This is an optimization exercise on Yosys and OpenROAD, whose aim is small area, not a production implementation. Function was checked by simulation only, so behaviour that the tests miss may differ from the original. No activity file was given, so power comes from the tool's default toggle rates. The flow treats the clock pin as an ideal source, which a real chip does not have.

==> flow/design.v <==
module urb_crc_step (
    input  wire [15:0] c,
    input  wire [7:0]  b,
    output wire [15:0] n
);
    reg [15:0] v;
    integer i;
    always @* begin
        v = c ^ {8'h00, b};
        for (i = 0; i < 8; i = i + 1)
            v = v[0] ? ((v >> 1) ^ 16'hA001) : (v >> 1);
    end
    assign n = v;
endmodule
module urabros_link (
    input  wire        clk,
    input  wire        rst,
    input  wire        link_close,
    input  wire        rx_valid,
    input  wire [7:0]  rx_data,
    output wire        ev_valid,
    output wire [2:0]  ev_kind,
    output wire [7:0]  ev_opcode,
    output wire [7:0]  ev_n,
    output wire [10:0] ev_len,
    output wire [7:0]  ev_byte,
    output wire [15:0] ev_crc_rx,
    output wire [15:0] ev_crc_calc,
    input  wire [7:0]  rd_addr,
    output reg  [7:0]  rd_data,
    input  wire        tx_cmd_valid,
    input  wire [7:0]  tx_cmd_opcode,
    input  wire [15:0] tx_cmd_args_len,
    output wire        tx_cmd_ready,
    input  wire        tx_arg_valid,
    input  wire [7:0]  tx_arg_data,
    output wire        tx_arg_ready,
    output wire        tx_out_valid,
    output wire [7:0]  tx_out_data,
    input  wire        tx_out_ready,
    output wire        tx_ev_valid,
    output wire [2:0]  tx_ev_kind,
    output wire [15:0] tx_ev_args_len,
    input  wire        g_init,
    input  wire        g_en,
    input  wire [7:0]  g_data,
    output wire [15:0] g_crc_out
);
    localparam [15:0] CRC_INIT = 16'hFFFF;
    localparam [2:0] EV_NONE    = 3'd0;
    localparam [2:0] EV_TEXT    = 3'd1;
    localparam [2:0] EV_FRAME   = 3'd2;
    localparam [2:0] EV_EMPTY   = 3'd3;
    localparam [2:0] EV_BADMARK = 3'd4;
    localparam [2:0] EV_TRUNC   = 3'd5;
    localparam [2:0] EV_CRCERR  = 3'd6;
    localparam [2:0] RX_AWAIT = 3'd0;
    localparam [2:0] RX_TEXT  = 3'd1;
    localparam [2:0] RX_BLEN  = 3'd2;
    localparam [2:0] RX_FOPC  = 3'd3;    
    localparam [2:0] RX_FARG  = 3'd4;    
    localparam [2:0] RX_FTLO  = 3'd5;    
    localparam [2:0] TX_IDLE  = 3'd0;
    localparam [2:0] TX_LEN   = 3'd1;
    localparam [2:0] TX_OPC   = 3'd2;
    localparam [2:0] TX_ARGS  = 3'd3;
    localparam [2:0] TX_CRCHI = 3'd4;
    localparam [2:0] TX_CRCLO = 3'd5;
    reg [2:0]   rx_state;
    reg [7:0]   rx_cnt;      
    reg [7:0]   rx_len;      
    reg [7:0]   rx_opc;
    reg [15:0]  rx_crc;
    reg [2:0]   ev_k;        
    reg [8*255-1:0] rx_buf;  
    reg [8*256-1:0] ev_buf;  
    reg [7:0]   ev_base;
    reg         ev_fr;
    wire        rx_step = rx_valid & ~rst & ~link_close;
    wire [15:0] rx_crc_next;
    urb_crc_step u_rx_crc (.c(rx_crc), .b(rx_data), .n(rx_crc_next));
    wire [7:0]  cnt_inc  = rx_cnt + 8'd1;
    wire [15:0] crc_rx   = {rx_buf[7:0], rx_data};
    wire        crc_ok   = (rx_crc == crc_rx);
    wire        len_zero = (rx_len == 8'd0);
    wire        is_03    = (rx_data == 8'h03);
    reg  [2:0] n_state;
    reg  [2:0] e_kind;
    reg        copy;
    reg        trunc;
    always @* begin
        n_state = rx_state;
        e_kind  = EV_NONE;
        copy    = 1'b0;
        trunc   = 1'b0;
        case (rx_state)
        RX_AWAIT: begin
            if (rx_data == 8'h02)
                n_state = RX_TEXT;
            else if (rx_data == 8'hFF)
                n_state = RX_BLEN;
            else
                e_kind = EV_BADMARK;
        end
        RX_TEXT: begin
            if (is_03) begin
                e_kind  = EV_TEXT;
                copy    = 1'b1;
                n_state = RX_AWAIT;
            end else if (rx_cnt == 8'd255) begin
                e_kind  = EV_TRUNC;
                copy    = 1'b1;
                trunc   = 1'b1;
                n_state = RX_AWAIT;
            end
        end
        RX_BLEN:
            n_state = RX_FOPC;
        RX_FOPC:
            n_state = len_zero ? RX_FTLO : RX_FARG;
        RX_FARG:
            if (cnt_inc == rx_len)
                n_state = RX_FTLO;
        default: begin    
            n_state = RX_AWAIT;
            if (!crc_ok)
                e_kind = EV_CRCERR;
            else if (len_zero)
                e_kind = EV_EMPTY;
            else begin
                e_kind = EV_FRAME;
                copy   = 1'b1;
            end
        end
        endcase
    end
    always @(posedge clk) begin
        if (rst || link_close) begin
            rx_state <= RX_AWAIT;
            ev_k     <= EV_NONE;
        end else if (rx_valid) begin
            rx_state <= n_state;
            ev_k     <= e_kind;
        end else begin
            ev_k     <= EV_NONE;
        end
    end
    always @(posedge clk) begin
        if (rx_step) begin
            rx_buf <= {rx_buf[8*254-1:0], rx_data};
            if (rx_state == RX_AWAIT)
                rx_cnt <= 8'd0;
            else if ((rx_state == RX_TEXT && !is_03) ||
                     (rx_state == RX_FARG && cnt_inc != rx_len))
                rx_cnt <= cnt_inc;
            if (rx_state == RX_BLEN) begin
                rx_len <= rx_data;
                rx_crc <= CRC_INIT;
            end
            if (rx_state == RX_FOPC && !len_zero)
                rx_opc <= rx_data;
            if ((rx_state == RX_FOPC && !len_zero) ||
                (rx_state == RX_FARG && cnt_inc != rx_len))
                rx_crc <= rx_crc_next;
            if (copy) begin
                ev_buf[8*255-1:0] <= rx_buf;
                ev_base <= rx_cnt;
                ev_fr   <= (rx_state != RX_TEXT);
            end
            if (trunc)
                ev_buf[8*256-1:8*255] <= rx_data;
        end
    end
    wire k_text  = (ev_k == EV_TEXT);
    wire k_frame = (ev_k == EV_FRAME);
    wire k_crc   = (ev_k == EV_FRAME) | (ev_k == EV_EMPTY) | (ev_k == EV_CRCERR);
    assign ev_valid    = (ev_k != EV_NONE);
    assign ev_kind     = ev_k;
    assign ev_opcode   = k_frame ? rx_opc : 8'd0;
    assign ev_n        = (k_frame | (ev_k == EV_CRCERR)) ? rx_len : 8'd0;
    assign ev_len      = {2'b00, ev_k == EV_TRUNC, (k_text | k_frame) ? rx_cnt : 8'd0};
    assign ev_byte     = (ev_k == EV_BADMARK) ? rx_buf[7:0] : 8'd0;
    assign ev_crc_rx   = k_crc ? rx_buf[15:0] : 16'd0;
    assign ev_crc_calc = k_crc ? rx_crc : 16'd0;
    wire [7:0] rd_pos = ev_base + ~rd_addr + {7'd0, ev_fr};
    always @(posedge clk)
        rd_data <= ev_buf[8*rd_pos +: 8];
    reg [2:0]  tx_state;
    reg [7:0]  tx_r;       
    reg [15:0] tx_crc;     
    reg        tx_ev;
    wire tx_ctl  = rst | link_close;
    wire st_idle = (tx_state == TX_IDLE);
    wire st_opc  = (tx_state == TX_OPC);
    wire st_args = (tx_state == TX_ARGS);
    assign tx_cmd_ready = st_idle & ~tx_ctl;
    assign tx_arg_ready = st_args & tx_out_ready & ~tx_ctl;
    assign tx_out_valid = ~tx_ctl & ~st_idle & (~st_args | tx_arg_valid);
    reg [7:0] tx_byte;
    always @* begin
        case (tx_state)
        TX_LEN:   tx_byte = tx_r;
        TX_ARGS:  tx_byte = tx_arg_data;
        TX_CRCHI: tx_byte = tx_crc[15:8];
        default:  tx_byte = tx_crc[7:0];
        endcase
    end
    assign tx_out_data = tx_byte;
    wire [15:0] tx_crc_next;
    urb_crc_step u_tx_crc (.c(st_opc ? CRC_INIT : tx_crc), .b(tx_byte), .n(tx_crc_next));
    wire tx_fire = tx_out_valid & tx_out_ready;
    wire [7:0] tx_r_dec = tx_r - 8'd1;
    always @(posedge clk) begin
        if (tx_ctl) begin
            tx_state <= TX_IDLE;
            tx_ev    <= 1'b0;
        end else begin
            tx_ev <= 1'b0;
            case (tx_state)
            TX_IDLE:
                if (tx_cmd_valid) begin
                    if (tx_cmd_args_len <= 16'd254) begin
                        tx_r        <= tx_cmd_args_len[7:0] + 8'd1;
                        tx_crc[7:0] <= tx_cmd_opcode;
                        tx_state    <= TX_LEN;
                    end else begin
                        tx_crc <= tx_cmd_args_len;
                        tx_ev  <= 1'b1;
                    end
                end
            TX_LEN:
                if (tx_fire)
                    tx_state <= TX_OPC;
            TX_OPC, TX_ARGS:
                if (tx_fire) begin
                    tx_crc   <= tx_crc_next;
                    tx_r     <= tx_r_dec;
                    if (tx_r == 8'd1)
                        tx_state <= TX_CRCHI;
                    else
                        tx_state <= TX_ARGS;
                end
            TX_CRCHI:
                if (tx_fire)
                    tx_state <= TX_CRCLO;
            default:
                if (tx_fire)
                    tx_state <= TX_IDLE;
            endcase
        end
    end
    assign tx_ev_valid    = tx_ev;
    assign tx_ev_kind     = {3{tx_ev}};
    assign tx_ev_args_len = tx_ev ? tx_crc : 16'd0;
    reg  [15:0] g_crc;
    wire [15:0] g_crc_next;
    urb_crc_step u_g_crc (.c(g_crc), .b(g_data), .n(g_crc_next));
    always @(posedge clk) begin
        if (rst || g_init)
            g_crc <= CRC_INIT;
        else if (g_en)
            g_crc <= g_crc_next;
    end
    assign g_crc_out = g_crc;
endmodule
==> flow/run.sh <==
#!/bin/bash
# synth_recipe.tcl (not shown) runs the flow's synth.tcl, then flattens the netlist and writes it again
# the make line also repeats each setting of config.mk as NAME=value (left out here)
make -C /OpenROAD-flow-scripts/flow DESIGN_CONFIG=/design/flow/config.mk WORK_HOME=/design/flow/orfs CLKGATE_MAP_FILE= SYNTH_SCRIPT=/design/flow/synth_recipe.tcl finish
==> flow/config.mk <==
export PLATFORM = sky130hd
export DESIGN_NAME = urabros_link
export DESIGN_NICKNAME = urabros_link
export VERILOG_FILES = /design/flow/design.v
export SDC_FILE = /design/flow/constraint.sdc
export NUM_CORES = 4
export LEC_CHECK = 0
export CAP_MARGIN = 20
export CORE_MARGIN = 2
export CORE_UTILIZATION = 45
export SLEW_MARGIN = 20
==> flow/constraint.sdc <==
create_clock -name core_clock -period 10.0 [get_ports {clk}]
set_input_delay 2.0000 -clock core_clock [delete_from_list [all_inputs] [get_ports {clk}]]
set_output_delay 2.0000 -clock core_clock [all_outputs]
set_load 0.01 [all_outputs]
==> metrics.log, run 1 <==
INFO  metric run_status = no timing/DRC/antenna violations
INFO  metric cp_cell_sequence = clkdlybuf4s50_1, fa_4, fa_4, buf_4, mux4_2, and3_1, a2111oi_0, or4_1, o32ai_1, nor3_1, mux2i_1
INFO  metric reg2reg_depth = 11
INFO  metric cap_viol_max_count = 0
INFO  metric max_stage_delay = 1.42 ns
INFO  metric netlist_instances = approximately 6.1k
INFO  metric gp_routability_congestion = 0.770
INFO  metric power.leakage = approximately 53 nW
INFO  metric die-width = around 570 um
INFO  metric initial_antenna_violation_count = 14
INFO  metric min_to = ev_buf[2033]
INFO  metric worst-endpoint-arrival = between 7 and 8 ns
INFO  metric grt_max_degree = between 150 and 200
INFO  metric stdcell_count = between 10k and 15k
INFO  metric irDropWorstVdd = approximately 0.19 mV
INFO  metric post-route-drc-count = 0
INFO  metric setup.worst_path.end_class = flip-flop
INFO  metric cp_common_cell = sky130_fd_sc_hd__fa_4
INFO  metric worstReg2RegEnd = rd_data[3]
INFO  metric routed_wire_length_per_instance = 23.6 um
INFO  metric netlist.top_cell.by_area = sky130_fd_sc_hd__edfxtp_1
INFO  metric floorplan.io_pins = between 150 and 200
INFO  metric cp_data_required_time = roughly 11 ns
INFO  metric placement.io_buffers = approximately 190
INFO  metric clock_tree.buffer_depth = 4
INFO  metric top_achievable_clock_speed = ~150 MHz
INFO  metric grt_first_pass_wirelength = about 400000 um
INFO  metric path_class = input pin to flip-flop
INFO  metric fp-row-count = 209
INFO  metric cell_with_the_largest_stage_delay_on_the_worst_path = sky130_fd_sc_hd__fa_4
INFO  metric syn-mean-instance-area = approximately 24 um^2
INFO  metric post_cts_buffers = 0
INFO  metric worst_pin_slew = approximately 1.2 ns
INFO  metric clock_sinks = 4195
INFO  metric worst-r2r-setup-slack = 4.70 ns
INFO  metric first_global_vias = between 60k and 70k
INFO  metric most_used_flip_flop_cell_after_synthesis = sky130_fd_sc_hd__edfxtp_1
INFO  metric timing.max_slew.rel_slack = 0.179
INFO  metric yosysWarningCount = 2
INFO  metric fin_max_slew_vios = 0
INFO  metric period_needed = approximately 6.5 ns
INFO  metric synth_async_sr_flop_share = 0
INFO  metric initialDrtViolationCount = 6389
INFO  metric synth-seq-area-share = 0.859
INFO  metric dp.final_hpwl = roughly 150000 um
INFO  metric cts_buffer_count = 406
INFO  metric clock_latency = ~0.95 ns
INFO  metric fin_worst_skew = about 0.064 ns
INFO  metric tritoncts = yes
INFO  metric dieArea = 329000 um^2
INFO  metric cellPowerDensity = 215 nW/um^2
INFO  metric setup_repair_after_global_routing_missed_its_margin = false
INFO  metric route.vias.total = roughly 61k
INFO  metric floorplan.initialDensity = 0.452
INFO  metric path_class_of_the_lowest_slack_min_delay_path = flip-flop to flip-flop
INFO  metric syn_to_final_growth = 14.6%
INFO  metric wl = about 270000 um
INFO  metric drt_pass1_iterations = 5
INFO  metric whs_path_depth = 0
INFO  metric grt_use_total = 0.158
INFO  metric synth_largest_type_area_fraction = 0.855
INFO  metric worstPathMaxFanout = 40
INFO  metric synth_area_leaders = sky130_fd_sc_hd__edfxtp_1 (85%), sky130_fd_sc_hd__mux4_2 (7.9%), sky130_fd_sc_hd__mux2i_1 (0.90%), sky130_fd_sc_hd__nand2_1 (0.68%), sky130_fd_sc_hd__and3_1 (0.50%)
INFO  metric worst_r2r_startpoint = ev_base[0]
INFO  metric ctsResizeCount = 0
INFO  metric cts.root.buffer_cell = sky130_fd_sc_hd__clkbuf_16
INFO  metric cp_top_family = adder cells
INFO  metric die_y = ~570 um
INFO  metric cts_hold_buffers = 0
INFO  metric fin_nets = 6674
INFO  metric overflow = 0
INFO  metric fin_tns_setup = 0 ns
INFO  metric htree_levels = 5
INFO  metric synth.ff_latch_count = ~4.2k
INFO  metric synth-edff-count = roughly 4.2k
INFO  metric setup_viol = 0
INFO  metric hold_start = rx_buf[2033]
INFO  metric drtAntennaViolNets = 0
INFO  metric worstPathBufferInverterCount = 2
INFO  metric coreArea = roughly 320000 um^2
INFO  metric syn_area = around 150000 um^2
INFO  metric start_kind = input pin
INFO  metric drive_gt1_frac = 0.182
INFO  metric finalHoldViolations = 0
INFO  metric post-route-period-util = 0.651
INFO  metric critPathLaunch = rd_addr[0]
INFO  metric synth_cell_types = 61
INFO  metric numPlacedInstances = 10.5k
INFO  metric avgViaCountPerCell = 5.40
INFO  metric clk_pin_slew_worst_paths = ~0.06 ns
through the flow:
step           hold WS [ns]  setup slack [ns]  power, W  cell area, um^2  utilization
5_1_grt               0.390              3.30    0.0373           168000        0.518
3_3_place_gp          0.403              2.47    0.0212           154000        0.476
3_5_place_dp          0.407              2.49    0.0212           154000        0.476
2_1_floorplan         0.400            -44.78    0.0212           146000            -
6_report              0.397              3.49    0.0361           168000        0.518
4_1_cts               0.387              3.48    0.0365           168000        0.518
kinds of logic after synthesis:
family                     after synthesis  share of synthesized area
xor gates and xnor gates               113                    0.00692
AOI/OAI and AO/OA                      278                     0.0153
muxes                                  644                     0.0879
adders and majority gates               17                    0.00156
other                                    1                  0.0000256
buffers and inverters                  262                    0.00811
DFF                                   4195                      0.859
and+or+nand+nor                        615                     0.0209
routing by layer:
layer,part of all wire,GRT usage,up-vias
met5,0.00011,0,-
met4,0.019,0.0378,4
met3,0.057,0.0284,368
met2,0.48,0.248,1632
met1,0.45,0.231,32300
li1,-,-,26400
flip-flops by register name (all words and copies together) (netlist names):
signal    cells
ev_k          3
tx_state      3
rx_state      3
g_crc        16
tx_ev         1
ev_buf     2048
rx_len        8
rx_buf     2040
rd_data       8
rx_cnt        8
ev_fr         1
tx_crc       16
rx_opc        8
ev_base       8
tx_r          8
rx_crc       16
Yosys cell counts (all sizes together) (6+ instances only):
library cell and number:
or4 18, nor4 6, and3 116, nor3b 7, o32ai 16, mux2i 132, nand4 9, a32oi 32
and2 51, nor2b 11, buf 103, edfxtp 4161, a2111oi 64, xnor2 77, nor2 44, nand2 266
ha 15, o21ai 45, o211ai 8, mux4 512, inv 17, dfxtp 34, nor3 40, nand3 13
a32o 64, nand2b 12, a21oi 21, xor2 35, clkbuf 142, or3 10, o21a 7
cell usage in the layout (no fill, tap or decap), types with 17 or more instances in the layout:
master / synthesis / final
sky130_fd_sc_hd__a2111oi_0: 64 / 64
sky130_fd_sc_hd__a21oi_1: 21 / 19
sky130_fd_sc_hd__a32o_1: 64 / 64
sky130_fd_sc_hd__a32oi_1: 32 / 32
sky130_fd_sc_hd__and2_1: 50 / 49
sky130_fd_sc_hd__and3_1: 116 / 116
sky130_fd_sc_hd__buf_12: 0 / 46
sky130_fd_sc_hd__buf_4: 27 / 67
sky130_fd_sc_hd__bufinv_16: 0 / 47
sky130_fd_sc_hd__clkbuf_1: 141 / 76
sky130_fd_sc_hd__clkbuf_16: 0 / 410
sky130_fd_sc_hd__clkdlybuf4s50_1: 0 / 188
sky130_fd_sc_hd__clkinv_1: 0 / 82
sky130_fd_sc_hd__clkinv_2: 0 / 68
sky130_fd_sc_hd__clkinvlp_4: 0 / 19
sky130_fd_sc_hd__dfxtp_1: 34 / 34
sky130_fd_sc_hd__edfxtp_1: 4161 / 4161
sky130_fd_sc_hd__mux2i_1: 132 / 132
sky130_fd_sc_hd__mux4_2: 512 / 512
sky130_fd_sc_hd__nand2_1: 266 / 265
sky130_fd_sc_hd__nor2_1: 44 / 40
sky130_fd_sc_hd__nor3_1: 40 / 39
sky130_fd_sc_hd__o21ai_0: 42 / 42
sky130_fd_sc_hd__or4_1: 18 / 17
sky130_fd_sc_hd__xnor2_1: 77 / 67
sky130_fd_sc_hd__xor2_1: 34 / 32
power breakdown:
group          leakage [nW]  internal [W]  switching (W)  total, W
Combinational          8.07      0.000472       0.000784   0.00126
Sequential             38.1        0.0194       0.000140    0.0196
Clock                  6.48       0.00880        0.00642    0.0152
Total                  52.6        0.0287        0.00735    0.0361
layout make-up:
type	count	area, um^2
Sequential cell	4195	126000
Tap cell	4325	5410
Clock buffer	489	10600
Fill cell	24900	156000
Timing Repair Buffer	303	3360
Antenna cell	2	5.00
Multi-Input combinational cell	1669	19700
Inverter	17	71.3
Clock inverter	254	2770
worst max path at each step:
stage | end | slack [ns] | depth (start not counted)
finish | rd_data[3] | 3.49 | 11
CTS | rd_data[0] | 3.48 | 11
floorplan | ev_base[0] | -44.78 | 7
global route | rd_data[0] | 3.30 | 11
global placement | rd_data[6] | 2.47 | 13
detailed placement | rd_data[0] | 2.49 | 11
==> inputs of run 2 (changes only) <==
--- a/flow/design.v
+++ b/flow/design.v
@@ -184,6 +184,35 @@
     assign ev_crc_calc = k_crc ? rx_crc : 16'd0;
     wire [7:0] rd_pos = ev_base + ~rd_addr + {7'd0, ev_fr};
+    reg [255:0] rd_sel;
+    integer j;
+    always @* begin
+        for (j = 0; j < 256; j = j + 1)
+            rd_sel[j] = (rd_pos == j);
+    end
+    wire [8*86-1:0] rd_part_n;    
+    genvar g, b;
+    generate
+        for (g = 0; g < 86; g = g + 1) begin : grp
+            for (b = 0; b < 8; b = b + 1) begin : lane
+                if (g < 85) begin : full
+                    urb_aoi222 u (
+                        .a1(rd_sel[3*g]),   .a2(ev_buf[8*(3*g)+b]),
+                        .b1(rd_sel[3*g+1]), .b2(ev_buf[8*(3*g+1)+b]),
+                        .c1(rd_sel[3*g+2]), .c2(ev_buf[8*(3*g+2)+b]),
+                        .y(rd_part_n[8*g+b]));
+                end else begin : last
+                    assign rd_part_n[8*g+b] = ~(rd_sel[255] & ev_buf[8*255+b]);
+                end
+            end
+        end
+    endgenerate
+    reg [7:0] rd_mux;
+    always @* begin
+        rd_mux = 8'd0;
+        for (j = 0; j < 86; j = j + 1)
+            rd_mux = rd_mux | ~rd_part_n[8*j +: 8];
+    end
     always @(posedge clk)
-        rd_data <= ev_buf[8*rd_pos +: 8];
+        rd_data <= rd_mux;
     reg [2:0]  tx_state;
     reg [7:0]  tx_r;       
@@ -264,2 +293,8 @@
     assign g_crc_out = g_crc;
 endmodule
+module urb_aoi222 (
+    input  wire a1, a2, b1, b2, c1, c2,
+    output wire y
+);
+    assign y = ~((a1 & a2) | (b1 & b2) | (c1 & c2));
+endmodule
--- a/flow/config.mk
+++ b/flow/config.mk
@@ -10,2 +10,3 @@
 export CORE_UTILIZATION = 45
 export SLEW_MARGIN = 20
+export SYNTH_HIERARCHICAL = 1
==> metrics.log, run 2 <==
INFO  metric run_status = no timing/DRC/antenna violations (unchanged)
INFO  metric irDropWorstVdd = 0.208 mV (was 0.189 mV)
INFO  metric wl = 318000 um (was 265000 um)
INFO  metric synth_async_sr_flop_share = 0 (unchanged)
INFO  metric die_y = 561 um (was 574 um)
INFO  metric placement.io_buffers = 188 (unchanged)
INFO  metric most_used_cells_in_the_layout_excluding_fill_and_tap_cells = sky130_fd_sc_hd__edfxtp_1 (4161), sky130_fd_sc_hd__a222oi_1 (680), sky130_fd_sc_hd__clkbuf_16 (407) (was sky130_fd_sc_hd__edfxtp_1 (4161), sky130_fd_sc_hd__mux4_2 (512), sky130_fd_sc_hd__clkbuf_16 (410))
INFO  metric cts_buffer_count = 401 (was 406)
INFO  metric netlist.top_cell.by_area = sky130_fd_sc_hd__edfxtp_1 (unchanged)
INFO  metric netlist_top_cells_count = sky130_fd_sc_hd__edfxtp_1 (4161), sky130_fd_sc_hd__a222oi_1 (680), sky130_fd_sc_hd__nor2_1 (304), sky130_fd_sc_hd__nand4_1 (178), sky130_fd_sc_hd__nand2_1 (130) (was sky130_fd_sc_hd__edfxtp_1 (4161), sky130_fd_sc_hd__mux4_2 (512), sky130_fd_sc_hd__nand2_1 (266), sky130_fd_sc_hd__clkbuf_1 (141), sky130_fd_sc_hd__mux2i_1 (132))
INFO  metric synth_area_leaders = sky130_fd_sc_hd__edfxtp_1 (89%), sky130_fd_sc_hd__a222oi_1 (4.9%), sky130_fd_sc_hd__nor2_1 (0.82%), sky130_fd_sc_hd__nand4_1 (0.80%), sky130_fd_sc_hd__dfxtp_1 (0.49%) (was sky130_fd_sc_hd__edfxtp_1 (85%), sky130_fd_sc_hd__mux4_2 (7.9%), sky130_fd_sc_hd__mux2i_1 (0.90%), sky130_fd_sc_hd__nand2_1 (0.68%), sky130_fd_sc_hd__and3_1 (0.50%))
INFO  metric timing.max_slew.rel_slack = 0.156 (was 0.179)
INFO  metric synth_largest_type_area_fraction = 0.894 (was 0.855)
INFO  metric cp_data_required_time = 10.84 ns (was 10.77 ns)
INFO  metric drive_gt1_frac = 0.107 (was 0.182)
INFO  metric synth_cell_types = 67 (was 61)
INFO  metric overflow = 0 (unchanged)
INFO  metric worst-r2r-setup-slack = 3.20 ns (was 4.70 ns)
INFO  metric top_achievable_clock_speed = 124 MHz (was 154 MHz)
INFO  metric worstPathMaxFanout = 16 (was 40)
INFO  metric start_kind = input pin (unchanged)
INFO  metric grt_first_pass_wirelength = 452000 um (was 398000 um)
INFO  metric clock_sinks = 4195 (unchanged)
INFO  metric floorplan.initialDensity = 0.452 (about the same)
INFO  metric finalHoldViolations = 0 (unchanged)
INFO  metric final_critical_path_setup_slack = 1.94 ns (was 3.49 ns)
INFO  metric whs_path_depth = 0 (unchanged)
INFO  metric initialDrtViolationCount = 11.7k (was 6389)
INFO  metric cts.root.buffer_cell = sky130_fd_sc_hd__clkbuf_16 (unchanged)
INFO  metric dieArea = 315000 um^2 (was 329000 um^2)
INFO  metric worst_r2r_startpoint = ev_fr (was ev_base[0])
INFO  metric gp_routability_congestion = 0.945 (was 0.770)
INFO  metric initial_antenna_violation_count = 24 (was 14)
INFO  metric top_register = ev_buf (unchanged)
INFO  metric fp-row-count = 204 (was 209)
INFO  metric post-route-drc-count = 0 (unchanged)
INFO  metric flip_flop_count_of_the_largest_register_all_copies_and_words_added = 2048 (unchanged)
INFO  metric clock_tree.buffer_depth = 4 (unchanged)
INFO  metric path_class = input pin to flip-flop (unchanged)
INFO  metric synthMostInstantiatedCell = sky130_fd_sc_hd__edfxtp_1 (unchanged)
INFO  metric clock_latency = 0.98 ns (was 0.95 ns)
INFO  metric path_class_of_the_lowest_slack_min_delay_path = flip-flop to flip-flop (unchanged)
INFO  metric mostFrequentLayoutCell = sky130_fd_sc_hd__edfxtp_1 (unchanged)
INFO  metric fin_nets = 6820 (was 6674)
INFO  metric power.leakage = 49.8 nW (was 52.6 nW)
INFO  metric synth-edff-count = 4161 (unchanged)
INFO  metric drtAntennaViolNets = 0 (unchanged)
INFO  metric cap_viol_max_count = 0 (unchanged)
INFO  metric yosysWarningCount = 8 (was 2)
INFO  metric netlist_instances = 6123 (was 6125)
INFO  metric ctsResizeCount = 0 (unchanged)
INFO  metric pre_cts_setup_slack = 1.20 ns (was 2.49 ns)
INFO  metric top_regs = ev_buf (2048), rx_buf (2040) (unchanged)
INFO  metric dp.final_hpwl = 208000 um (was 146000 um)
INFO  metric worstReg2RegEnd = rd_data[2] (was rd_data[3])
INFO  metric worst-endpoint-arrival = 8.90 ns (was 7.28 ns)
INFO  metric setup_repair_after_global_routing_missed_its_margin = false (unchanged)
INFO  metric floorplan.io_pins = 191 (unchanged)
INFO  metric min_to = rx_buf[1552] (was ev_buf[2033])
INFO  metric syn-mean-instance-area = 22.8 um^2 (was 23.9 um^2)
INFO  metric worst_pin_slew = 1.27 ns (was 1.23 ns)
INFO  metric grt_max_degree = 191 (was 181)
INFO  metric post-route-period-util = 0.806 (was 0.651)
INFO  metric setup_viol = 0 (unchanged)
INFO  metric most_used_flip_flop_cell_after_synthesis = sky130_fd_sc_hd__edfxtp_1 (unchanged)
INFO  metric reg2reg_depth = 16 (was 11)
INFO  metric routed_wire_length_per_instance = 28.5 um (was 23.6 um)
INFO  metric htree_levels = 5 (unchanged)
INFO  metric post_cts_buffers = 0 (unchanged)
INFO  metric grt_use_total = 0.196 (was 0.158)
INFO  metric hold_start = rx_buf[1544] (was rx_buf[2033])
INFO  metric clk_pin_slew_worst_paths = 0.07 ns (was 0.06 ns)
INFO  metric final_core_utilization = 0.520 (was 0.518)
INFO  metric die-width = 561 um (was 574 um)
INFO  metric synth.ff_latch_count = 4195 (unchanged)
INFO  metric fin_tns_setup = 0 ns (unchanged)
INFO  metric coreArea = 309000 um^2 (was 324000 um^2)
INFO  metric syn_to_final_growth = 15.0% (was 14.6%)
INFO  metric cellPowerDensity = 219 nW/um^2 (was 215 nW/um^2)
INFO  metric setup.worst_path.end_class = flip-flop (unchanged)
INFO  metric avgViaCountPerCell = 5.91 (was 5.40)
INFO  metric period_needed = 8.06 ns (was 6.51 ns)
INFO  metric tritoncts = yes (unchanged)
INFO  metric route.vias.total = 66.1k (was 60.8k)
INFO  metric fin_worst_skew = 0.111 ns (was 0.0636 ns)
INFO  metric synth-seq-area-share = 0.899 (was 0.859)
INFO  metric cts_hold_buffers = 0 (unchanged)
INFO  metric first_global_vias = 63.7k (was 62.7k)
INFO  metric fin_max_slew_vios = 0 (unchanged)
INFO  metric syn_area = 140000 um^2 (was 146000 um^2)
INFO  metric drt_pass1_iterations = 10 (was 5)
run 2: changes by cell type after synthesis, sizes merged, moves of 47 or more:
cell and change:
mux4 -512, a32o -64, nor4 +49, nor2 +260, a222oi +679, a2111oi -64, and3 -83, nand2 -135
buf -47, nand4 +170, clkbuf -109, mux2i -99
run 2: modules after synthesis, one instance, submodules excluded:
module | cells | flops+latches | times used
urb_crc_step | 26 | 0 | 3
urabros_link | 5365 | 4195 | 1
urb_aoi222 | 1 | 0 | 680
run 2: stage by stage:
stage               power (W)  area [um^2]  hold slack (ns)  std cells
floorplan              0.0206       140000            0.400       6124
global placement       0.0206       148000            0.402      10500
detailed placement     0.0206       148000            0.408      10500
CTS                    0.0355       161000            0.362      11200
global route           0.0362       161000            0.374      11200
finish                 0.0352       161000            0.373      11200
run 2: critical path, stage by stage:
cell,delay [ns]
sky130_fd_sc_hd__clkdlybuf4s50_1,0.54
sky130_fd_sc_hd__fa_1,0.53
sky130_fd_sc_hd__inv_1,0.09
sky130_fd_sc_hd__fa_1,0.24
sky130_fd_sc_hd__a21o_1,0.14
sky130_fd_sc_hd__a21oi_1,0.07
sky130_fd_sc_hd__xnor2_1,0.68
sky130_fd_sc_hd__nor2b_1,0.41
sky130_fd_sc_hd__nand2_1,0.75
sky130_fd_sc_hd__nor2_1,0.40
sky130_fd_sc_hd__a222oi_1,0.70
sky130_fd_sc_hd__nand4_1,0.32
sky130_fd_sc_hd__nor4_1,1.03
sky130_fd_sc_hd__nand4_1,0.39
sky130_fd_sc_hd__nor4_1,0.44
sky130_fd_sc_hd__o21ai_1,0.13
run 2: power breakdown:
group          internal [W]  switching, W  leakage (nW)
logic              0.000200      0.000471          5.40
registers            0.0194      0.000154          38.1
clock network       0.00848       0.00642          6.30
total                0.0281       0.00704          49.8
run 2: worst max-delay path by stage:
stage	start	end	depth (start not counted)
after CTS	rd_addr[0]	rd_data[2]	16
after floorplan	rx_data[5]	ev_base[0]	6
after global routing	rd_addr[0]	rd_data[4]	16
final	rd_addr[0]	rd_data[2]	16
after detailed placement	rd_addr[0]	rd_data[2]	16
after global placement	rd_addr[0]	rd_data[4]	16
run 2: layer usage:
metal,global-route usage,share of wire
met1,0.284,0.41
met2,0.300,0.46
met3,0.0367,0.090
met4,0.0697,0.036
met5,0,0.000041
run 2: logic make-up (layout without fill, tap and decap cells):
logic type                 after synthesis  count (layout)  synth area share
AOI/OAI and AO/OA                      781             781            0.0533
xor gates and xnor gates               115             115           0.00828
adders and majority gates               13              13           0.00127
buffers and inverters                  110            1052           0.00392
DFF                                   4195            4195             0.899
muxes                                   41              41           0.00301
other                                    1              10         0.0000268
and+or+nand+nor                        867             867            0.0312
run 2: final cells by class:
cell class                      instances  area [um^2]
Multi-Input combinational cell       1819        13700
Antenna cell                            8         20.0
Timing Repair Buffer                  304         3140
Inverter                               21         82.6
Fill cell                           23800       148000
Clock buffer                          483        10500
Sequential cell                      4195       126000
Tap cell                             4120         5150
Clock inverter                        244         2470
==> inputs of run 3 (changes only) <==
--- a/flow/config.mk
+++ b/flow/config.mk
@@ -8,5 +8,9 @@
 export CAP_MARGIN = 20
 export CORE_MARGIN = 2
-export CORE_UTILIZATION = 45
+export CORE_UTILIZATION = 60
+export CTS_BUF_LIST = sky130_fd_sc_hd__clkbuf_16
+export CTS_CLUSTER_DIAMETER = 100
+export CTS_CLUSTER_SIZE = 24
+export PLACE_DENSITY = 0.7
 export SLEW_MARGIN = 20
 export SYNTH_HIERARCHICAL = 1
==> metrics.log, run 3 <==
INFO  metric run_status = no timing/DRC/antenna violations (unchanged)
INFO  metric clk_pin_slew_worst_paths = 0.10 ns (was 0.07 ns)
INFO  metric first_global_vias = 61.9k (was 63.7k)
INFO  metric top_signal_layer_used = met5 (unchanged)
INFO  metric p_comb_frac = 0.023 (was 0.019)
INFO  metric worst_pin_slew = 1.23 ns (was 1.27 ns)
INFO  metric cellPowerDensity = 190 nW/um^2 (was 219 nW/um^2)
INFO  metric multi_input_gate_area_in_the_final_layout = 13700 um^2 (about the same)
INFO  metric flip_flop_count_of_the_largest_register_all_copies_and_words_added = 2048 (unchanged)
INFO  metric synthMostInstantiatedCell = sky130_fd_sc_hd__edfxtp_1 (unchanged)
INFO  metric clockPowerShare = 0.298 (was 0.423)
INFO  metric synth-seq-area-share = 0.899 (unchanged)
INFO  metric wl = 306000 um (was 318000 um)
INFO  metric dp.final_hpwl = 204000 um (was 208000 um)
INFO  metric drtAntennaViolNets = 0 (unchanged)
INFO  metric met2WireLength = 146000 um (was 147000 um)
INFO  metric detailed_place.area = 146000 um^2 (was 148000 um^2)
INFO  metric placement.io_buffers = 188 (unchanged)
INFO  metric critPathLaunch = rd_addr[0] (unchanged)
INFO  metric net-switching-power = 0.00564 W (was 0.00704 W)
INFO  metric worstSetupEndpoint = rd_data[5] (was rd_data[2])
INFO  metric power.leakage = 46.3 nW (was 49.8 nW)
INFO  metric fin_area = 152000 um^2 (was 161000 um^2)
INFO  metric worst-endpoint-arrival = 8.85 ns (was 8.90 ns)
INFO  metric synth-edff-count = 4161 (unchanged)
INFO  metric clock_tree.buffer_depth = 3 (was 4)
INFO  metric layout.area.seq = 126000 um^2 (unchanged)
INFO  metric syn_to_final_growth = 8.55% (was 15.0%)
INFO  metric post-route-period-util = 0.812 (was 0.806)
INFO  metric cp_data_required_time = 10.73 ns (was 10.84 ns)
INFO  metric setup.worst_path.end_class = flip-flop (unchanged)
INFO  metric top_achievable_clock_speed = 123 MHz (was 124 MHz)
INFO  metric netlist_top_cells_count = sky130_fd_sc_hd__edfxtp_1 (4161), sky130_fd_sc_hd__a222oi_1 (680), sky130_fd_sc_hd__nor2_1 (304), sky130_fd_sc_hd__nand4_1 (178), sky130_fd_sc_hd__nand2_1 (130) (unchanged)
INFO  metric worstPathMaxFanout = 24 (was 16)
INFO  metric fin_worst_skew = 0.0651 ns (was 0.111 ns)
INFO  metric tritoncts = yes (unchanged)
INFO  metric cap_viol_max_count = 0 (unchanged)
INFO  metric synth_cell_types = 67 (unchanged)
INFO  metric drt-met1-wl = 118000 um (was 131000 um)
INFO  metric sw_frac_of_total = 0.196 (was 0.200)
INFO  metric start_kind = input pin (unchanged)
INFO  metric path_class = input pin to flip-flop (unchanged)
INFO  metric fillerInstances = 14.7k (was 23.8k)
INFO  metric grt_use_total = 0.254 (was 0.196)
INFO  metric synth_area_leaders = sky130_fd_sc_hd__edfxtp_1 (89%), sky130_fd_sc_hd__a222oi_1 (4.9%), sky130_fd_sc_hd__nor2_1 (0.82%), sky130_fd_sc_hd__nand4_1 (0.80%), sky130_fd_sc_hd__dfxtp_1 (0.49%) (unchanged)
INFO  metric power_frac_seq = 0.679 (was 0.557)
INFO  metric initialDrtViolationCount = 12.6k (was 11.7k)
INFO  metric cts_buffer_count = 194 (was 401)
INFO  metric die_y = 487 um (was 561 um)
INFO  metric worst-r2r-setup-slack = 3.13 ns (was 3.20 ns)
INFO  metric most_used_flip_flop_cell_after_synthesis = sky130_fd_sc_hd__edfxtp_1 (unchanged)
INFO  metric setup_repair_after_global_routing_missed_its_margin = false (unchanged)
INFO  metric netlist_instances = 6123 (unchanged)
INFO  metric mostFrequentLayoutCell = sky130_fd_sc_hd__edfxtp_1 (unchanged)
INFO  metric synth.ff_latch_count = 4195 (unchanged)
INFO  metric cts.root.buffer_cell = sky130_fd_sc_hd__clkbuf_16 (unchanged)
INFO  metric synth_async_sr_flop_share = 0 (unchanged)
INFO  metric path_class_of_the_lowest_slack_min_delay_path = flip-flop to flip-flop (unchanged)
INFO  metric drive_gt1_frac = 0.0611 (was 0.107)
INFO  metric pre_cts_setup_slack = 1.31 ns (was 1.20 ns)
INFO  metric dieArea = 237000 um^2 (was 315000 um^2)
INFO  metric reg2reg_depth = 16 (unchanged)
INFO  metric detail_route_met3_wl = 30100 um (was 28600 um)
INFO  metric clock_latency = 0.89 ns (was 0.98 ns)
INFO  metric final_core_utilization = 0.654 (was 0.520)
INFO  metric netlist.top_cell.by_area = sky130_fd_sc_hd__edfxtp_1 (unchanged)
INFO  metric clock_sinks = 4195 (unchanged)
INFO  metric syn_area = 140000 um^2 (unchanged)
INFO  metric setup_viol = 0 (unchanged)
INFO  metric overflow = 0 (unchanged)
INFO  metric avgViaCountPerCell = 6.69 (was 5.91)
INFO  metric cts_hold_buffers = 0 (unchanged)
INFO  metric worstReg2RegEnd = rd_data[5] (was rd_data[2])
INFO  metric fin_max_slew_vios = 0 (unchanged)
INFO  metric irDropWorstVdd = 0.176 mV (was 0.208 mV)
INFO  metric syn-mean-instance-area = 22.8 um^2 (unchanged)
INFO  metric die-width = 487 um (was 561 um)
INFO  metric route.vias.total = 64.6k (was 66.1k)
INFO  metric post-route-drc-count = 0 (unchanged)
INFO  metric ctsResizeCount = 0 (unchanged)
INFO  metric power = 0.0288 W (was 0.0352 W)
INFO  metric final_critical_path_setup_slack = 1.88 ns (was 1.94 ns)
INFO  metric yosysWarningCount = 8 (unchanged)
INFO  metric internal_power = 0.0232 W (was 0.0281 W)
INFO  metric floorplan.initialDensity = 0.602 (was 0.452)
INFO  metric period_needed = 8.12 ns (was 8.06 ns)
INFO  metric floorplan.io_pins = 191 (unchanged)
INFO  metric post_cts_buffers = 0 (unchanged)
INFO  metric most_used_cells_in_the_layout_excluding_fill_and_tap_cells = sky130_fd_sc_hd__edfxtp_1 (4161), sky130_fd_sc_hd__a222oi_1 (680), sky130_fd_sc_hd__nor2_1 (291) (was sky130_fd_sc_hd__edfxtp_1 (4161), sky130_fd_sc_hd__a222oi_1 (680), sky130_fd_sc_hd__clkbuf_16 (407))
INFO  metric top_regs = ev_buf (2048), rx_buf (2040) (unchanged)
INFO  metric initial_antenna_violation_count = 10 (was 24)
INFO  metric fin_tns_setup = 0 ns (unchanged)
INFO  metric htree_levels = 4 (was 5)
INFO  metric timing.max_slew.rel_slack = 0.173 (was 0.156)
INFO  metric grt_max_degree = 195 (was 191)
INFO  metric fp-row-count = 177 (was 204)
INFO  metric grt_first_pass_wirelength = 433000 um (was 452000 um)
INFO  metric coreArea = 232000 um^2 (was 309000 um^2)
INFO  metric drt_pass1_iterations = 11 (was 10)
INFO  metric top_register = ev_buf (unchanged)
INFO  metric fin_nets = 6614 (was 6820)
INFO  metric gp_routability_congestion = 1.02 (was 0.945)
INFO  metric finalHoldViolations = 0 (unchanged)
INFO  metric routed_wire_length_per_instance = 31.7 um (was 28.5 um)
INFO  metric synth_largest_type_area_fraction = 0.894 (unchanged)
INFO  metric worst_r2r_startpoint = ev_fr (unchanged)
## run 3: worst min path at each step
| stage | from | endpoint | slack [ns] | depth (start not counted) |
|---|---|---|---|---|
| floorplan | rx_buf[2032] | ev_buf[2032] | 0.40 | 0 |
| global placement | rx_buf[2035] | ev_buf[2035] | 0.40 | 0 |
| detailed placement | rx_buf[2035] | ev_buf[2035] | 0.41 | 0 |
| CTS | rx_buf[1479] | rx_buf[1487] | 0.42 | 0 |
| global route | rx_buf[1093] | rx_buf[1101] | 0.43 | 0 |
| finish | rx_buf[2032] | ev_buf[2032] | 0.43 | 0 |
## run 3: per-module statistics from Yosys (local to each module, per instance)
module | copies in the design | cells | area [um^2] | flops+latches
urabros_link | 1 | 5365 | 132000 | 4195
urb_aoi222 | 680 | 1 | 10.0 | 0
urb_crc_step | 3 | 26 | 251 | 0
## run 3: kinds of logic (layout without fill, tap and decap cells)
| logic type | Yosys count | in the layout | synth area share |
|---|---|---|---|
| mux | 41 | 41 | 0.00301 |
| buf+inv | 110 | 594 | 0.00392 |
| other cells | 1 | 7 | 0.0000268 |
| fa+ha+maj | 13 | 13 | 0.00127 |
| xor+xnor | 115 | 115 | 0.00828 |
| compound gates | 781 | 781 | 0.0533 |
| simple gates | 867 | 867 | 0.0312 |
| flops | 4195 | 4195 | 0.899 |
## run 3: power by group through the flow
| stage | logic [W] | registers [W] | clock network [W] |
|---|---|---|---|
| finish | 0.000658 | 0.0196 | 0.00859 |
| global route | 0.000685 | 0.0196 | 0.00930 |
| CTS | 0.000646 | 0.0196 | 0.00875 |
| detailed placement | 0.000646 | 0.0200 | 0 |
| global placement | 0.000638 | 0.0200 | 0 |
| floorplan | 0.000315 | 0.0203 | 0 |
## run 3: per-layer routing
layer  up-vias  GRT usage
met5         -    0.00225
met4        10     0.0848
met3       517     0.0485
met2      3677      0.400
met1     33400      0.365
li1      27000          -
## run 3: per-stage QoR
stage	hold WS (ns)	instances
3_5_place_dp	0.405	9379
5_1_grt	0.432	9652
4_1_cts	0.422	9647
3_3_place_gp	0.403	9379
2_1_floorplan	0.400	6124
6_report	0.426	9656
## run 3: cell type report
| type | instances | area share |
|---|---|---|
| clock inverter | 73 | 0.00331 |
| inverter | 21 | 0.000544 |
| antenna | 5 | 0.0000825 |
| multi-input combinational | 1819 | 0.0901 |
| tap | 3043 | 0.0251 |
| clock buffer | 195 | 0.0322 |
| sequential | 4195 | 0.828 |
| timing repair buffer | 305 | 0.0205 |
## run 3: critical path, cell delays in order
cell,delay [ns]
sky130_fd_sc_hd__clkdlybuf4s50_1,0.57
sky130_fd_sc_hd__fa_1,0.27
sky130_fd_sc_hd__inv_1,0.08
sky130_fd_sc_hd__fa_1,0.43
sky130_fd_sc_hd__a21o_1,0.19
sky130_fd_sc_hd__a21oi_1,0.18
sky130_fd_sc_hd__xnor2_1,0.20
sky130_fd_sc_hd__and2_1,0.46
sky130_fd_sc_hd__nand2_1,1.01
sky130_fd_sc_hd__nor2_1,0.39
sky130_fd_sc_hd__a222oi_1,0.54
sky130_fd_sc_hd__nand4_1,0.36
sky130_fd_sc_hd__nor4_1,1.11
sky130_fd_sc_hd__nand4_1,0.44
sky130_fd_sc_hd__nor4_1,0.45
sky130_fd_sc_hd__o21ai_1,0.15
==> inputs of run 4 (changes only) <==
==> flow/flow/run.sh (new file) <==
#!/bin/bash
# The standard layout, except that clock tree synthesis adds no dummy
# loads to balance the tree. All tool output goes to standard.log here and
# to ORFS's per-step logs under orfs/logs/.
set -uo pipefail
export CTS_ARGS="-sink_clustering_enable -repair_clock_nets -dont_use_dummy_load -sink_clustering_size 24 -sink_clustering_max_diameter 100 -buf_list sky130_fd_sc_hd__clkbuf_16"
bash standard.sh > standard.log 2>&1
==> flow/standard.sh (new file) <==
#!/bin/bash
# synth_recipe.tcl (not shown) runs the flow's synth.tcl, then flattens the netlist and writes it again
# the make line also repeats each setting of config.mk as NAME=value (left out here)
make -C /OpenROAD-flow-scripts/flow DESIGN_CONFIG=/design/flow/config.mk WORK_HOME=/design/flow/orfs CLKGATE_MAP_FILE= SYNTH_SCRIPT=/design/flow/synth_recipe.tcl "${@:-finish}"
removed: flow/run.sh
==> metrics.log, run 4 <==
INFO  metric run_status = no timing/DRC/antenna violations (unchanged)
INFO  metric cellPowerDensity = 189 nW/um^2 (was 190 nW/um^2)
INFO  metric net-switching-power = 0.00545 W (was 0.00564 W)
INFO  metric clk_pin_slew_worst_paths = 0.10 ns (about the same)
INFO  metric cts.root.buffer_cell = sky130_fd_sc_hd__clkbuf_16 (unchanged)
INFO  metric setup.worst_path.end_class = flip-flop (unchanged)
INFO  metric gr-usage-met2 = 0.399 (was 0.400)
INFO  metric top_regs = ev_buf (2048), rx_buf (2040) (unchanged)
INFO  metric synthMostInstantiatedCell = sky130_fd_sc_hd__edfxtp_1 (unchanged)
INFO  metric syn_area = 140000 um^2 (unchanged)
INFO  metric cell_with_the_largest_stage_delay_on_the_worst_path = sky130_fd_sc_hd__nor4_1 (unchanged)
INFO  metric start_kind = input pin (unchanged)
INFO  metric path_class = input pin to flip-flop (unchanged)
INFO  metric fin_worst_skew = 0.129 ns (was 0.0651 ns)
INFO  metric drt_pass1_iterations = 13 (was 11)
INFO  metric whs_path_depth = 0 (unchanged)
INFO  metric path_class_of_the_lowest_slack_min_delay_path = flip-flop to flip-flop (unchanged)
INFO  metric worst_pin_slew = 1.27 ns (was 1.23 ns)
INFO  metric wl = 306000 um (about the same)
INFO  metric cp_data_required_time = 10.69 ns (was 10.73 ns)
INFO  metric routed_wire_length_per_instance = 31.9 um (was 31.7 um)
INFO  metric synth_largest_type_area_fraction = 0.894 (unchanged)
INFO  metric synth_cell_types = 67 (unchanged)
INFO  metric synth_async_sr_flop_share = 0 (unchanged)
INFO  metric drive_gt1_frac = 0.0589 (was 0.0611)
INFO  metric mostFrequentLayoutCell = sky130_fd_sc_hd__edfxtp_1 (unchanged)
INFO  metric synth_area_leaders = sky130_fd_sc_hd__edfxtp_1 (89%), sky130_fd_sc_hd__a222oi_1 (4.9%), sky130_fd_sc_hd__nor2_1 (0.82%), sky130_fd_sc_hd__nand4_1 (0.80%), sky130_fd_sc_hd__dfxtp_1 (0.49%) (unchanged)
INFO  metric power.leakage = 45.8 nW (was 46.3 nW)
INFO  metric path_depth = 16 (unchanged)
INFO  metric dp.final_hpwl = 204000 um (unchanged)
INFO  metric post_cts_buffers = 0 (unchanged)
INFO  metric worst-r2r-setup-slack = 3.27 ns (was 3.13 ns)
INFO  metric post-route-period-util = 0.803 (was 0.812)
INFO  metric fin_max_slew_vios = 0 (unchanged)
INFO  metric max_stage_delay = 1.13 ns (was 1.11 ns)
INFO  metric netlist_instances = 6123 (unchanged)
INFO  metric clock_sinks = 4195 (unchanged)
INFO  metric most_used_cells_in_the_layout_excluding_fill_and_tap_cells = sky130_fd_sc_hd__edfxtp_1 (4161), sky130_fd_sc_hd__a222oi_1 (680), sky130_fd_sc_hd__nor2_1 (291) (unchanged)
INFO  metric dieArea = 237000 um^2 (unchanged)
INFO  metric clock_tree.buffer_depth = 3 (unchanged)
INFO  metric globalRoute.busiestLayer = met2 (unchanged)
INFO  metric most_used_flip_flop_cell_after_synthesis = sky130_fd_sc_hd__edfxtp_1 (unchanged)
INFO  metric worstPathMaxFanout = 24 (unchanged)
INFO  metric irDropWorstVdd = 0.175 mV (was 0.176 mV)
INFO  metric worst-endpoint-arrival = 8.72 ns (was 8.85 ns)
INFO  metric timing.max_slew.rel_slack = 0.147 (was 0.173)
INFO  metric clock_latency = 0.89 ns (about the same)
INFO  metric die_y = 487 um (unchanged)
INFO  metric route.vias.total = 64.5k (was 64.6k)
INFO  metric post-route-drc-count = 0 (unchanged)
INFO  metric syn_to_final_growth = 8.13% (was 8.55%)
INFO  metric synth-compound-area-share = 0.0533 (unchanged)
INFO  metric power_frac_seq = 0.686 (was 0.679)
INFO  metric first_global_vias = 61.8k (was 61.9k)
INFO  metric flip_flop_count_of_the_largest_register_all_copies_and_words_added = 2048 (unchanged)
INFO  metric grt_first_pass_wirelength = 432000 um (was 433000 um)
INFO  metric netlist_top_cells_count = sky130_fd_sc_hd__edfxtp_1 (4161), sky130_fd_sc_hd__a222oi_1 (680), sky130_fd_sc_hd__nor2_1 (304), sky130_fd_sc_hd__nand4_1 (178), sky130_fd_sc_hd__nand2_1 (130) (unchanged)
INFO  metric drtAntennaViolNets = 0 (unchanged)
INFO  metric cp_cell_sequence = clkdlybuf4s50_1, fa_1, inv_1, fa_1, a21o_1, a21oi_1, xnor2_1, and2_1, nand2_1, nor2_1, a222oi_1, nand4_1, nor4_1, nand4_1, nor4_1, o21ai_1 (unchanged)
INFO  metric synthAdderAreaFrac = 0.00127 (unchanged)
INFO  metric floorplan.io_pins = 191 (unchanged)
INFO  metric synth_top_family_by_area = compound AO/OA/AOI/OAI gates (unchanged)
INFO  metric gp_routability_congestion = 1.02 (unchanged)
INFO  metric overflow = 0 (unchanged)
INFO  metric fp-row-count = 177 (unchanged)
INFO  metric synth_simple_gate_area_frac = 0.0312 (unchanged)
INFO  metric top_register = ev_buf (unchanged)
INFO  metric grt_max_degree = 195 (unchanged)
INFO  metric floorplan.initialDensity = 0.602 (unchanged)
INFO  metric grt_use_met1 = 0.364 (was 0.365)
INFO  metric fin_tns_setup = 0 ns (unchanged)
INFO  metric die-width = 487 um (unchanged)
INFO  metric fin_nets = 6612 (was 6614)
INFO  metric cts_buffer_count = 194 (unchanged)
INFO  metric synth-seq-area-share = 0.899 (unchanged)
INFO  metric period_needed = 8.03 ns (was 8.12 ns)
INFO  metric internal_power = 0.0231 W (was 0.0232 W)
INFO  metric cap_viol_max_count = 0 (unchanged)
INFO  metric setup_viol = 0 (unchanged)
INFO  metric yosysWarningCount = 8 (unchanged)
INFO  metric synth_mux_area_frac = 0.00301 (unchanged)
INFO  metric syn-mean-instance-area = 22.8 um^2 (unchanged)
INFO  metric placement.io_buffers = 188 (unchanged)
INFO  metric netlist.top_cell.by_area = sky130_fd_sc_hd__edfxtp_1 (unchanged)
INFO  metric avgViaCountPerCell = 6.73 (was 6.69)
INFO  metric reg2reg_depth = 16 (unchanged)
INFO  metric synth-edff-count = 4161 (unchanged)
INFO  metric setup_repair_after_global_routing_missed_its_margin = false (unchanged)
INFO  metric p_comb_frac = 0.023 (about the same)
INFO  metric synth.ff_latch_count = 4195 (unchanged)
INFO  metric clockPowerShare = 0.291 (was 0.298)
INFO  metric initialDrtViolationCount = 12.4k (was 12.6k)
INFO  metric htree_levels = 4 (unchanged)
INFO  metric synth_xor_area_frac = 0.00828 (unchanged)
INFO  metric ctsResizeCount = 0 (unchanged)
INFO  metric finalHoldViolations = 0 (unchanged)
INFO  metric initial_antenna_violation_count = 9 (was 10)
INFO  metric coreArea = 232000 um^2 (unchanged)
INFO  metric worstPathBufferInverterCount = 2 (unchanged)
INFO  metric final_core_utilization = 0.651 (was 0.654)
INFO  metric global_route.usage.met3 = 0.0493 (was 0.0485)
INFO  metric grt_use_total = 0.254 (about the same)
INFO  metric cts_hold_buffers = 0 (unchanged)
INFO  metric tritoncts = yes (unchanged)
INFO  metric top_achievable_clock_speed = 125 MHz (was 123 MHz)
INFO  metric sw_frac_of_total = 0.191 (was 0.196)
INFO  metric cp_top_family = simple AND/OR/NAND/NOR gates (unchanged)
run 4: cell families (layout without fill, tap and decap cells):
logic type | after synthesis | in the layout
XOR/XNOR | 115 | 115
buffers and inverters | 110 | 518
adder cells (fa/ha/maj) | 13 | 13
AO/OA/AOI/OAI | 781 | 781
flip-flops | 4195 | 4195
multiplexers | 41 | 41
AND/OR/NAND/NOR | 867 | 867
other | 1 | 7
run 4: cell type report:
| class | count | area [um^2] |
|---|---|---|
| well taps | 3043 | 3810 |
| fillers | 14700 | 81000 |
| clock buffers | 194 | 4850 |
| repair buffers | 303 | 3050 |
| flip-flops and latches | 4195 | 126000 |
| diodes | 5 | 12.5 |
| multi-input cells | 1819 | 13700 |
| inverters | 21 | 82.6 |
run 4: metal layers:
metal	wire length (um)	up-vias
li1	-	26900
met1	118000	33300
met2	145000	3732
met3	30900	506
met4	11700	8
met5	141	-
run 4: stage by stage:
| stage | area (um^2) | hold slack (ns) | cells | worst slack [ns] | total power (W) |
|---|---|---|---|---|---|
| 2_1_floorplan | 140000 | 0.400 | 6124 | -27.66 | 0.0206 |
| 3_3_place_gp | 146000 | 0.403 | 9379 | 1.26 | 0.0206 |
| 3_5_place_dp | 146000 | 0.405 | 9379 | 1.31 | 0.0206 |
| 4_1_cts | 151000 | 0.391 | 9573 | 2.21 | 0.0287 |
| 5_1_grt | 151000 | 0.392 | 9576 | 1.94 | 0.0293 |
| 6_report | 151000 | 0.392 | 9580 | 1.97 | 0.0285 |
run 4: path summary, 6_finish.rpt:
path / end / startpoint
setup reg to reg: rd_data[5] / ev_fr
setup / recovery: rd_data[5] / rd_addr[0]
hold reg to reg: rx_buf[1104] / rx_buf[1096]
hold / removal: rx_buf[1104] / rx_buf[1096]
run 4: modules after synthesis, one instance, submodules excluded:
module | flops+latches | area (um^2) | cells | times used
urb_crc_step | 0 | 251 | 26 | 3
urabros_link | 4195 | 132000 | 5365 | 1
urb_aoi222 | 0 | 10.0 | 1 | 680
run 4: power by group through the flow:
stage	clock network, W	logic [W]	registers (W)
2_1_floorplan	0	0.000315	0.0203
3_3_place_gp	0	0.000638	0.0200
3_5_place_dp	0	0.000646	0.0200
4_1_cts	0.00843	0.000646	0.0196
5_1_grt	0.00898	0.000684	0.0196
6_report	0.00829	0.000657	0.0196
==> inputs of run 5 (changes only) <==
==> flow/flow/run.sh (replaced) <==
#!/bin/bash
# The standard layout, except that clock tree synthesis adds no dummy
# loads to balance the tree. All tool output goes to standard.log here and
# to ORFS's per-step logs under orfs/logs/.
set -uo pipefail
export CTS_ARGS="-sink_clustering_enable -repair_clock_nets -dont_use_dummy_load -sink_clustering_size 30 -sink_clustering_max_diameter 80 -buf_list sky130_fd_sc_hd__clkbuf_16"
bash standard.sh > standard.log 2>&1
--- a/flow/config.mk
+++ b/flow/config.mk
@@ -10,6 +10,6 @@
 export CORE_UTILIZATION = 60
 export CTS_BUF_LIST = sky130_fd_sc_hd__clkbuf_16
-export CTS_CLUSTER_DIAMETER = 100
-export CTS_CLUSTER_SIZE = 24
+export CTS_CLUSTER_DIAMETER = 80
+export CTS_CLUSTER_SIZE = 30
 export PLACE_DENSITY = 0.7
 export SLEW_MARGIN = 20
==> metrics.log, run 5 <==
INFO  metric initialDrtViolationCount = 12.5k (was 12.4k)
INFO  metric route.vias.total = 64.3k (was 64.5k)
INFO  metric fin_tns_setup = 0 ns (unchanged)
INFO  metric worst-endpoint-arrival = 8.79 ns (was 8.72 ns)
INFO  metric run_status = no timing/DRC/antenna violations (unchanged)
INFO  metric drt_pass1_iterations = 13 (unchanged)
INFO  metric worstPathMaxFanout = 24 (unchanged)
INFO  metric finalHoldViolations = 0 (unchanged)
INFO  metric synthMostInstantiatedCell = sky130_fd_sc_hd__edfxtp_1 (unchanged)
INFO  metric cp_cell_sequence = clkdlybuf4s50_1, fa_1, inv_1, fa_1, a21o_1, a21oi_1, xnor2_1, and2_1, nand2_1, nor2_1, a222oi_1, nand4_1, nor4_1, nand4_1, nor4_1, o21ai_1 (unchanged)
INFO  metric synth_largest_type_area_fraction = 0.894 (unchanged)
INFO  metric gp_routability_congestion = 1.02 (unchanged)
INFO  metric numPlacedInstances = 9379 (unchanged)
INFO  metric drive_gt1_frac = 0.0543 (was 0.0589)
INFO  metric yosysWarningCount = 8 (unchanged)
INFO  metric post_cts_buffers = 0 (unchanged)
INFO  metric netlist.top_cell.by_area = sky130_fd_sc_hd__edfxtp_1 (unchanged)
INFO  metric ctsResizeCount = 0 (unchanged)
INFO  metric clock_sinks = 4195 (unchanged)
INFO  metric clock_tree.buffer_depth = 3 (unchanged)
INFO  metric drtAntennaViolNets = 0 (unchanged)
INFO  metric grt_first_pass_wirelength = 430000 um (was 432000 um)
INFO  metric cell_with_the_largest_stage_delay_on_the_worst_path = sky130_fd_sc_hd__nor4_1 (unchanged)
INFO  metric initial_antenna_violation_count = 16 (was 9)
INFO  metric setup.worst_path.end_class = flip-flop (unchanged)
INFO  metric setup_repair_after_global_routing_missed_its_margin = false (unchanged)
INFO  metric top_register = ev_buf (unchanged)
INFO  metric synth_area_leaders = sky130_fd_sc_hd__edfxtp_1 (89%), sky130_fd_sc_hd__a222oi_1 (4.9%), sky130_fd_sc_hd__nor2_1 (0.82%), sky130_fd_sc_hd__nand4_1 (0.80%), sky130_fd_sc_hd__dfxtp_1 (0.49%) (unchanged)
INFO  metric dieArea = 237000 um^2 (unchanged)
INFO  metric netlist_instances = 6123 (unchanged)
INFO  metric cap_viol_max_count = 0 (unchanged)
INFO  metric grt_use_total = 0.253 (was 0.254)
INFO  metric cts.root.buffer_cell = sky130_fd_sc_hd__clkbuf_16 (unchanged)
INFO  metric grt_max_degree = 195 (unchanged)
INFO  metric timing.max_slew.rel_slack = 0.113 (was 0.147)
INFO  metric clock_latency = 0.89 ns (about the same)
INFO  metric holdWs = 0.394 ns (was 0.392 ns)
INFO  metric fp-row-count = 177 (unchanged)
INFO  metric worst_r2r_startpoint = ev_fr (unchanged)
INFO  metric detailed_place.area = 146000 um^2 (unchanged)
INFO  metric netlist_top_cells_count = sky130_fd_sc_hd__edfxtp_1 (4161), sky130_fd_sc_hd__a222oi_1 (680), sky130_fd_sc_hd__nor2_1 (304), sky130_fd_sc_hd__nand4_1 (178), sky130_fd_sc_hd__nand2_1 (130) (unchanged)
INFO  metric path_class = input pin to flip-flop (unchanged)
INFO  metric fin_nets = 6581 (was 6612)
INFO  metric hold_start = rx_buf[1749] (was rx_buf[1096])
INFO  metric tritoncts = yes (unchanged)
INFO  metric synth_cell_types = 67 (unchanged)
INFO  metric routed_wire_length_per_instance = 31.9 um (about the same)
INFO  metric worst_pin_slew = 1.32 ns (was 1.27 ns)
INFO  metric reg2reg_depth = 16 (unchanged)
INFO  metric flip_flop_count_of_the_largest_register_all_copies_and_words_added = 2048 (unchanged)
INFO  metric syn_area = 140000 um^2 (unchanged)
INFO  metric cts_buffer_count = 163 (was 194)
INFO  metric post-route-drc-count = 0 (unchanged)
INFO  metric layout.area.seq = 126000 um^2 (about the same)
INFO  metric most_used_flip_flop_cell_after_synthesis = sky130_fd_sc_hd__edfxtp_1 (unchanged)
INFO  metric coreArea = 232000 um^2 (unchanged)
INFO  metric setup_viol = 0 (unchanged)
INFO  metric die_y = 487 um (unchanged)
INFO  metric post-route-period-util = 0.811 (was 0.803)
INFO  metric dp.final_hpwl = 204000 um (unchanged)
INFO  metric path_class_of_the_lowest_slack_min_delay_path = flip-flop to flip-flop (unchanged)
INFO  metric floorplan.initialDensity = 0.602 (unchanged)
INFO  metric synth-seq-area-share = 0.899 (unchanged)
INFO  metric die-width = 487 um (unchanged)
INFO  metric max_stage_delay = 1.07 ns (was 1.13 ns)
INFO  metric mostFrequentLayoutCell = sky130_fd_sc_hd__edfxtp_1 (unchanged)
INFO  metric synth_async_sr_flop_share = 0 (unchanged)
INFO  metric syn-mean-instance-area = 22.8 um^2 (unchanged)
INFO  metric first_global_vias = 61.2k (was 61.8k)
INFO  metric power.leakage = 45.4 nW (was 45.8 nW)
INFO  metric min_to = rx_buf[1757] (was rx_buf[1104])
INFO  metric period_needed = 8.11 ns (was 8.03 ns)
INFO  metric htree_levels = 4 (unchanged)
INFO  metric syn_to_final_growth = 7.58% (was 8.13%)
INFO  metric placement.io_buffers = 188 (unchanged)
INFO  metric most_used_cells_in_the_layout_excluding_fill_and_tap_cells = sky130_fd_sc_hd__edfxtp_1 (4161), sky130_fd_sc_hd__a222oi_1 (680), sky130_fd_sc_hd__nor2_1 (291) (unchanged)
INFO  metric synth-edff-count = 4161 (unchanged)
INFO  metric floorplan.io_pins = 191 (unchanged)
INFO  metric fin_worst_skew = 0.111 ns (was 0.129 ns)
INFO  metric whs_path_depth = 0 (unchanged)
INFO  metric worst-r2r-setup-slack = 3.18 ns (was 3.27 ns)
INFO  metric worstPathBufferInverterCount = 2 (unchanged)
INFO  metric synth.ff_latch_count = 4195 (unchanged)
INFO  metric multi_input_gate_area_in_the_final_layout = 13700 um^2 (unchanged)
INFO  metric avgViaCountPerCell = 6.72 (was 6.73)
INFO  metric cellPowerDensity = 185 nW/um^2 (was 189 nW/um^2)
INFO  metric fin_area = 150000 um^2 (was 151000 um^2)
INFO  metric top_achievable_clock_speed = 123 MHz (was 125 MHz)
INFO  metric fin_max_slew_vios = 0 (unchanged)
INFO  metric fillerInstances = 14.8k (was 14.7k)
INFO  metric overflow = 0 (unchanged)
INFO  metric power = 0.0279 W (was 0.0285 W)
INFO  metric clk_pin_slew_worst_paths = 0.10 ns (about the same)
INFO  metric cts_hold_buffers = 0 (unchanged)
INFO  metric cp_top_family = simple AND/OR/NAND/NOR gates (unchanged)
INFO  metric worstReg2RegEnd = rd_data[5] (unchanged)
INFO  metric irDropWorstVdd = 0.159 mV (was 0.175 mV)
INFO  metric cp_data_required_time = 10.69 ns (about the same)
INFO  metric top_regs = ev_buf (2048), rx_buf (2040) (unchanged)
INFO  metric start_kind = input pin (unchanged)
INFO  metric wl = 305000 um (was 306000 um)
INFO  metric stdcell_count = 9557 (was 9580)
run 5: cell types whose count changed in the layout (fill, tap and decap cells not counted), sizes merged:
cell,before,now
diode,5,13
clkbuf,194,163
run 5: Yosys stat by module, one instance, submodules excluded:
| module | flops+latches | area (um^2) |
|---|---|---|
| urabros_link | 4195 | 132000 |
| urb_crc_step | 0 | 251 |
| urb_aoi222 | 0 | 10.0 |
run 5: layout make-up:
type / instances / area share
Timing Repair Buffer: 303 / 0.0202
Inverter: 21 / 0.000549
Tap cell: 3043 / 0.0253
Sequential cell: 4195 / 0.836
Antenna cell: 13 / 0.000216
Clock buffer: 163 / 0.0271
Multi-Input combinational cell: 1819 / 0.0909
run 5: how the worst max path moves through the flow:
stage	startpoint	endpoint	cells after the start
2_1_floorplan	rx_data[5]	ev_base[0]	6
3_3_place_gp	rd_addr[0]	rd_data[4]	15
3_5_place_dp	rd_addr[1]	rd_data[4]	16
4_1_cts	rd_addr[1]	rd_data[4]	16
5_1_grt	rd_addr[0]	rd_data[1]	16
6_report	rd_addr[0]	rd_data[5]	16
run 5: routing by layer:
metal / part of all wire / track usage / vias to the layer above
met3: 0.096 / 0.0484 / 502
met1: 0.39 / 0.362 / 33300
met5: 0.00061 / 0 / -
li1: - / - / 26900
met4: 0.037 / 0.0855 / 14
met2: 0.48 / 0.398 / 3595
run 5: metrics by stage:
stage	utilization	setup slack (ns)
final	0.648	1.89
after global routing	0.648	1.89
after CTS	0.647	2.21
after detailed placement	0.630	1.31
after global placement	0.630	1.26
after floorplan	-	-27.66
run 5: power breakdown:
part	switching (W)	total [W]	internal [W]	leakage [nW]
registers	0.000156	0.0196	0.0194	38.1
clock network	0.00471	0.00765	0.00294	2.01
logic	0.000458	0.000656	0.000197	5.37
run 5: logic make-up after synthesis:
kind of cell / Yosys count / synth area share
xor+xnor: 115 / 0.00828
fa+ha+maj: 13 / 0.00127
mux: 41 / 0.00301
buf+inv: 110 / 0.00392
flops: 4195 / 0.899
other cells: 1 / 0.0000268
simple gates: 867 / 0.0312
compound gates: 781 / 0.0533

## afterwards: timing with drivers on the ports
Ports are ideal in the flow. The routed layouts listed here were re-timed in OpenROAD.
Step 1 (the two cells are an assumption about what drives the block):
set clk [get_ports {clk}]
set_driving_cell -lib_cell sky130_fd_sc_hd__clkbuf_16 $clk
set_driving_cell -lib_cell sky130_fd_sc_hd__buf_2 [delete_from_list [all_inputs] $clk]
Step 2 times the ports against the registers' clock, not the clock port: input delays grow and output delays shrink by t, the midpoint of the rising clock arrivals with the driver on.
Slacks: ideal / step 1 / step 2; pairs: ideal / step 1.
run | shift t [ns] | setup slack, ns | worst setup path after step 2 | slew at the worst register clock pin (ns) | cell pins on the clock port's net
run 1 | 1.012 | 3.491 / 3.521 / 2.509 | input to register | 0.07 / 0.07 | 1
run 2 | 1.027 | 1.938 / 2.012 / 0.984 | input to register | 0.07 / 0.07 | 1
run 3 | 0.960 | 1.877 / 1.949 / 0.989 | input to register | 0.10 / 0.10 | 1
run 4 | 0.926 | 1.970 / 2.045 / 1.119 | input to register | 0.10 / 0.10 | 1
run 5 | 0.942 | 1.894 / 1.975 / 1.034 | input to register | 0.11 / 0.11 | 1
After both steps setup and hold are still met in every run listed. The setup slack of run 1, which loses most, moves by +0.030 ns with the drivers and by -0.982 ns with both steps.
